From an optimization exercise on the open Yosys and OpenROAD flow, aimed at small area, a short achievable clock period and few clock cycles; shortcuts taken in it are not production practice. Where RTL was checked, it was by simulation tests only, not by an equivalence proof against the original. Power is estimated from default activity; no workload was simulated.

## wnaf_expander
module wnaf_expander (
    input  wire       clk,
    input  wire       rst,           
    input  wire       req_valid,
    output wire       req_ready,
    input  wire       req_we,
    input  wire [8:0] req_addr,
    input  wire [7:0] req_wdata,
    output reg        rsp_valid,
    output reg        rsp_err,
    output reg  [7:0] rsp_rdata
);
Size in the first run: ~2,500 cells after synthesis, ~640 flip-flops, about 32 I/O pins, about 27,000 µm² of cells after synthesis.
clock: 7.0 ns
lec_check: 0
abc_area: 1
cap_margin: 20
core_margin: 2
core_utilization: 35
cts_cluster_diameter: 80
cts_cluster_size: 20
place_density: 0.55
setup_slack_margin: 4.4
slew_margin: 20
run.sh (not shown) runs the stock make flow with config.mk's settings and CLKGATE_MAP_FILE= SYNTH_SCRIPT=/design/flow/synth_recipe.tcl, a recipe that flattens the netlist after the stock synthesis.
The starting point completed without violations.
Testbench counts at the start, summed over its fixed seeds: cycles 28,474.
Next try:
Settings changed: ABC_AREA 1 to not set, SETUP_SLACK_MARGIN 4.4 to 4.5.
- worst setup slack gets worse by 0.13 ns
- combinational power went up by 110%
- synthesized area went down by 1.5%
- final cell count went down by about 20%
- sequential cell count stays the same
- wire length went up by about 17%
- non-clock buffer count went up by 71
- total power went up by about 3.4%
Next try:
Settings changed: ABC_AREA set to 1, SETUP_SLACK_MARGIN 4.5 to 4.8.
The changed run finished clean. Register-to-register slack improves by 0.45 ns. First-iteration DRC count increases by 3.6%. Worst setup slack gains 0.25 ns. Clock skew stays flat. Via count came out higher by about 13%. Critical path depth came out lower by 9.
Next try:
Settings changed: ABC_AREA 1 to not set, SETUP_SLACK_MARGIN 4.8 to 4.4.
=> Setup slack degrades by 0.32 ns. Clock-buffer cell count decreases by 18. Clock skew increases by 0.014 ns. First-iteration DRC count increases by roughly a tenth.
Next try:
Settings changed: ABC_AREA set to 1, SETUP_SLACK_MARGIN 4.4 to 4.7.
Routed wire length falls by 8.0%.
Final area rises by 1.5%.
Sequential power falls by about 1%.
Setup slack improved by 0.31 ns.
Next try:
Settings changed: SETUP_SLACK_MARGIN 4.7 to 4.6.
=> The changed run ran to the end with no violations; via count falls by 1.4%; final cell count falls by 0.41%; hold slack loses 0.020 ns; power falls by 0.35%; register-to-register slack loses 0.07 ns; design area falls by 1.5%; fmax rises by 0.70%; sequential cell count does not change; critical path depth is unchanged; sequential power stays flat.

* * *

main:
Another version of the RTL of wnaf_expander (not shown whole).
For scale: roughly 2,200 cells after synthesis, ~610 flip-flops, about 32 I/O pins, ~27,000 µm² of cells after synthesis.
clock: 7.0 ns
lec_check: 0
cap_margin: 20
core_margin: 2
core_utilization: 35
place_density: 0.55
setup_slack_margin: 4.6
slew_margin: 20
Relative to main, the following input files were edited for the feature branch:
# main
export LEC_CHECK = 0
export CAP_MARGIN = 20
export CORE_MARGIN = 2
export CORE_UTILIZATION = 35
export PLACE_DENSITY = 0.55
export SETUP_SLACK_MARGIN = 4.6
export SLEW_MARGIN = 20
create_clock -name core_clock -period 7.0 [get_ports {clk}]
# the feature branch
export LEC_CHECK = 0
export CAP_MARGIN = 20
export CORE_MARGIN = 2
export CORE_UTILIZATION = 35
export PLACE_DENSITY = 0.55
export SETUP_SLACK_MARGIN = 4.0
export SLEW_MARGIN = 20
create_clock -name core_clock -period 7.0 [get_ports {clk}]
==> comparison <==
Cell leakage power of the feature branch falls short of that of main by more than a quarter.
The feature branch vs main, path length in cells of the critical path went down by 5.
[compare] base=main new=the feature branch: number of antenna cells inserted lower, combinational share of power lower.
Against main as the reference, the feature branch delivers a lower via count.
Looking only at clock power share, and setting everything else aside, the lower value of main and the feature branch goes to the feature branch.
The feature branch vs. main: total of fill cells in the finished design now sits higher, post-detailed-route wirelength per cell lost 5.3 µm.
On final worst-path cycle share: between main and the feature branch, it ends up lower for main.
Die area essentially unchanged between the feature branch and main.
No functional check of the RTL was part of any run of this note.

* * *

The RTL this note starts from:
==> flow/design.v <==
module wnaf_expander (
    input  wire       clk,
    input  wire       rst,           
    input  wire       req_valid,
    output wire       req_ready,
    input  wire       req_we,
    input  wire [8:0] req_addr,
    input  wire [7:0] req_wdata,
    output reg        rsp_valid,
    output reg        rsp_err,
    output reg  [7:0] rsp_rdata
);
    localparam [1:0] PH_IDLE  = 2'd0,
                     PH_BUSY  = 2'd1,
                     PH_DONE  = 2'd2,
                     PH_FAULT = 2'd3;
    reg [7:0]   scalar [0:31];   
    reg [31:0]  svalid;
    reg [7:0]   w;
    reg [1:0]   phase;
    reg [1:0]   fcause;
    reg         cout;
    reg [7:0]   ring [0:31];     
    reg         rp;              
    reg [15:0]  lk;              
    reg [1:0]   ws;              
    reg [4:0]   q;               
    reg [2:0]   r;
    reg [5:0]   bm;              
    reg         stall;           
    reg         hit;             
    reg         f_wsc, f_ww, f_exp, f_srst;           
    reg         f_rsc, f_rw, f_rst, f_rfc, f_rdig;    
    reg         f_v;                                  
    reg [7:0]   rq_addr;
    reg [7:0]   rq_wdata;
    assign req_ready = ~stall;
    wire accept = req_valid & ~stall;
    wire ph_idle  = (phase == PH_IDLE);
    wire ph_busy  = (phase == PH_BUSY);
    wire ph_done  = (phase == PH_DONE);
    wire ph_fault = (phase == PH_FAULT);
    reg  srdy;                   
    reg  badw;                   
    wire host_can_write = ph_idle | ph_done;
    wire wr_scalar = f_wsc & host_can_write;
    wire wr_w      = f_ww & host_can_write;
    wire do_expand = f_exp & host_can_write;
    wire do_srst   = f_srst & ~ph_busy;
    wire short = ~srdy;
    wire start = do_expand & ~badw & ~short;
    wire rd_digit = f_rdig & ph_done;
    wire dig_now  = rd_digit & hit;                 
    wire seek     = rd_digit & ~hit;                
    wire [7:0] pos = {q, r};
    wire [5:0] wfill = {ws == 2'd3, ws >= 2'd2, ws != 2'd0, 3'b111};   
    wire       s_start = ~bm[0] & (lk[1] ^ lk[0]);
    wire [5:0] s_bm    = s_start ? wfill : {1'b0, bm[5:1]};
    reg  [7:0] s_digit;
    always @(*) begin
        case (ws)
            2'd0: s_digit = {{5{lk[4]}}, lk[4:2], 1'b1};
            2'd1: s_digit = {{4{lk[5]}}, lk[5:2], 1'b1};
            2'd2: s_digit = {{3{lk[6]}}, lk[6:2], 1'b1};
            default: s_digit = {{2{lk[7]}}, lk[7:2], 1'b1};
        endcase
        if (!s_start) s_digit = 8'h00;
    end
    reg [7:0] c_st;        
    reg [5:0] c_bm;        
    integer ci, cj;
    always @(*) begin
        for (ci = 0; ci < 8; ci = ci + 1) begin
            c_st[ci] = (lk[ci + 1] ^ lk[ci]);
            if (ci < 6)
                c_st[ci] = c_st[ci] & ~bm[ci];
            for (cj = 1; cj <= 6; cj = cj + 1)
                if (ci - cj >= 0 && (cj <= 3 || (cj == 4 && ws != 2'd0) ||
                                     (cj == 5 && ws[1]) || (cj == 6 && ws == 2'd3)))
                    c_st[ci] = c_st[ci] & ~c_st[ci - cj];
        end
        for (ci = 0; ci < 6; ci = ci + 1) begin
            c_bm[ci] = 1'b0;
            for (cj = 0; cj < 8; cj = cj + 1)
                if (8 + ci - cj <= 3)
                    c_bm[ci] = c_bm[ci] | c_st[cj];
                else if (8 + ci - cj <= 6)
                    c_bm[ci] = c_bm[ci] | (c_st[cj] & (ws >= (8 + ci - cj - 3)));
        end
    end
    wire seek_single = (r != 3'd0) | ((rq_addr[7:3] == q) & (rq_addr[2:0] > r));
    wire mv_byte   = ph_busy | (seek & ~seek_single);
    wire mv_single = dig_now | (seek & seek_single);
    wire xing     = mv_byte | (mv_single & (r == 3'd7));    
    wire [7:0] pos_next = start ? 8'd0 :
                          mv_byte ? {q + 5'd1, 3'b000} :
                          mv_single ? pos + 8'd1 : pos;
    wire [7:0] nb1 = rp ? ring[1] : ring[0];
    wire [7:0] nb2 = rp ? ring[2] : ring[1];
    wire       new_bit = (r == 3'd0) ? ((q == 5'd31) ? 1'b0 : nb1[7])
                                     : ((q[4:1] == 4'hf) ? 1'b0 : nb2[r - 3'd1]);
    always @(posedge clk) begin
        if (start) begin
            q    <= 5'd0;
            r    <= 3'd0;
            bm   <= 6'd0;
            cout <= 1'b0;
            lk   <= {scalar[1][6:0], scalar[0], 1'b0};
        end else if (mv_byte | mv_single) begin
            q  <= pos_next[7:3];
            r  <= pos_next[2:0];
            if (xing)
                lk <= {(q == 5'd30) ? 7'h00 : nb2[6:0], nb1,
                       (q == 5'd31) ? 1'b0 : (mv_byte ? lk[8] : lk[1])};   
            else
                lk <= {new_bit, lk[15:1]};
            if (q == 5'd31 && xing)
                bm <= 6'd0;
            else if (mv_byte)
                bm <= c_bm;
            else
                bm <= s_bm;
            if (ph_busy && q == 5'd31)
                cout <= lk[8] & ~c_bm[0];
        end
    end
    integer k;
    always @(posedge clk) begin
        if (start) begin
            for (k = 0; k < 32; k = k + 1)
                ring[k] <= scalar[(k + 1) % 32];
            ws <= w[1:0];
        end else if (rp) begin
            for (k = 0; k < 32; k = k + 1)
                ring[k] <= ring[(k + 1) % 32];
        end
    end
    always @(posedge clk) begin
        if (rst)
            rp <= 1'b0;
        else
            rp <= xing & ~start;
    end
    wire i_rdig = ~req_we & req_addr[8];
    always @(posedge clk) begin
        if (rst) begin
            stall  <= 1'b0;
            hit    <= 1'b0;
            f_wsc  <= 1'b0;
            f_ww   <= 1'b0;
            f_exp  <= 1'b0;
            f_srst <= 1'b0;
            f_rsc  <= 1'b0;
            f_rw   <= 1'b0;
            f_rst  <= 1'b0;
            f_rfc  <= 1'b0;
            f_rdig <= 1'b0;
            f_v    <= 1'b0;
        end else if (seek) begin
            hit    <= (rq_addr == pos_next);
        end else begin
            stall  <= accept & i_rdig & (req_addr[7:0] != pos_next);
            hit    <= (req_addr[7:0] == pos_next);
            f_wsc  <= accept & req_we & (req_addr[8:5] == 4'b0000);
            f_ww   <= accept & req_we & (req_addr == 9'h020);
            f_exp  <= accept & req_we & (req_addr == 9'h021) & (req_wdata == 8'h01);
            f_srst <= accept & req_we & (req_addr == 9'h021) & (req_wdata == 8'h02);
            f_rsc  <= accept & ~req_we & (req_addr[8:5] == 4'b0000);
            f_rw   <= accept & ~req_we & (req_addr == 9'h020);
            f_rst  <= accept & ~req_we & (req_addr == 9'h022);
            f_rfc  <= accept & ~req_we & (req_addr == 9'h023);
            f_rdig <= accept & i_rdig;
            f_v    <= accept;
        end
    end
    always @(posedge clk) begin
        if (~stall) begin
            rq_addr  <= req_addr[7:0];
            rq_wdata <= req_wdata;
        end
    end
    wire ok = wr_scalar | wr_w | do_expand | do_srst | f_rsc | f_rw | f_rst | f_rfc | rd_digit;
    wire [7:0] status = {3'b000, srdy, ph_done & cout, ph_fault, ph_done, ph_busy};
    wire [7:0] rd_data =
        ({8{f_rsc & svalid[rq_addr[4:0]]}} & scalar[rq_addr[4:0]]) |
        ({8{f_rw}}   & w) |
        ({8{f_rst}}  & status) |
        ({8{f_rfc}}  & {6'b000000, fcause}) |
        ({8{rd_digit}} & s_digit);
    always @(posedge clk) begin
        if (rst) begin
            rsp_valid <= 1'b0;
            rsp_err   <= 1'b0;
            rsp_rdata <= 8'h00;
        end else begin
            rsp_valid <= f_v & ~seek;
            rsp_err   <= ~ok;
            rsp_rdata <= ok ? rd_data : 8'h80;
        end
    end
    always @(posedge clk) begin
        if (rst) begin
            phase  <= PH_IDLE;
            fcause <= 2'b00;
        end else if (do_srst) begin
            phase  <= PH_IDLE;
            fcause <= 2'b00;
        end else if (do_expand) begin
            if (badw | short) begin
                phase  <= PH_FAULT;
                fcause <= {short, badw};
            end else begin
                phase <= scalar[31][7] ? PH_BUSY : PH_DONE;
            end
        end else if (ph_busy) begin
            if (q == 5'd31)
                phase <= PH_DONE;
        end
    end
    reg [31:0] svalid_next;
    reg [7:0]  w_next;
    always @(*) begin
        svalid_next = svalid;
        w_next      = w;
        if (wr_scalar)
            svalid_next[rq_addr[4:0]] = 1'b1;
        if (wr_w)
            w_next = rq_wdata;
        if (rst || do_srst) begin
            svalid_next = 32'h0;
            w_next      = 8'h00;
        end
    end
    reg [31:0] svalid_set;
    always @(*) begin
        svalid_set = svalid;
        svalid_set[rq_addr[4:0]] = 1'b1;
    end
    wire clr = rst | do_srst;
    always @(posedge clk) begin
        svalid <= svalid_next;
        w      <= w_next;
        srdy   <= ~clr & (wr_scalar ? &svalid_set : &svalid);
        badw   <= clr | (w_next[7:2] != 6'b000001);
    end
    always @(posedge clk) begin
        if (wr_scalar)
            scalar[rq_addr[4:0]] <= rq_wdata;
    end
endmodule
Settings: LEC_CHECK=0, CAP_MARGIN=20, CORE_MARGIN=2, CORE_UTILIZATION=35, PLACE_DENSITY=0.55, SETUP_SLACK_MARGIN=4.8, SLEW_MARGIN=20; clock period 7.0 ns.
The starting point finished clean.
Change:
- SETUP_SLACK_MARGIN: 4.8 -> 4.4
The changed run went through all stages and came out clean.
Clock-buffer cell count drops by 1.
Global-route usage drops by 0.49 points.
Final area drops by 3.7%.
Via count drops by 2.3%.
Non-clock buffer count drops by 38.
Wire length drops by 2.3%.
Clock power drops by about 2%.
Critical path depth climbs by 1.
Worst setup slack gains 3.1 ps.
Change:
- SETUP_SLACK_MARGIN: 4.4 -> 4.0
Effect:
- The changed run finished with timing, DRC and antenna clean
- register-to-register slack got worse by 290 ps
- die area stays the same
- design area fell by a few percent
- flip-flop and latch count does not change
- setup slack got worse by 290 ps
- wire length fell by a few percent
- sequential share of layout area rose by 1.8 points
No run of this note included a check of the RTL's function; only the layout flow was run.

==> afterwards: timing with drivers on the ports <==
The flow's constraints put no driver on any port. The routed layouts listed below were extracted and timed again, unchanged, in two steps.
Step 1: set_driving_cell puts a clkbuf_16 on clk and a buf_2 on each other input, an assumption about the parent block.
Step 2 also shifts input and output timing later by t, the mid clock arrival at the registers, as if the neighbouring blocks saw the same clock.
a / b / c = ideal / step 1 / step 2; a / b = the first two.
| run | t, ns | slack for setup (ns) | slew at the worst register clock pin (ns) | worst slew at a driven data input, ns |
|---|---|---|---|---|
| the first run of note 1 | 0.664 | 4.440 / 4.389 / 3.879 | 0.09 / 0.09 | 0.04 |
| the second run of note 1 | 0.659 | 4.308 / 4.308 / 3.970 | 0.09 / 0.09 | 0.04 |
| the third run of note 1 | 0.637 | 4.555 / 4.494 / 4.211 | 0.09 / 0.09 | 0.04 |
| the fourth run of note 1 | 0.651 | 4.230 / 4.230 / 3.862 | 0.09 / 0.09 | 0.04 |
| the fifth run of note 1 | 0.649 | 4.541 / 4.479 / 4.145 | 0.09 / 0.09 | 0.04 |
| the sixth run of note 1 | 0.657 | 4.558 / 4.495 / 4.083 | 0.09 / 0.09 | 0.03 |
| main | 0.686 | 4.035 / 4.035 / 3.885 | 0.07 / 0.07 | 0.05 |
| the feature branch | 0.656 | 3.848 / 3.848 / 3.508 | 0.06 / 0.06 | 0.05 |
| the first run of note 3 | 0.663 | 4.286 / 4.286 / 3.722 | 0.07 / 0.07 | 0.07 |
| the second run of note 3 | 0.676 | 4.289 / 4.289 / 3.780 | 0.06 / 0.06 | 0.04 |
| the third run of note 3 | 0.672 | 3.995 / 3.993 / 3.546 | 0.06 / 0.06 | 0.04 |
After both steps setup and hold are still met in every run listed. The setup slack of the first run of note 3, which loses most, moves by 0.000 ns with the drivers and by -0.564 ns with both steps.
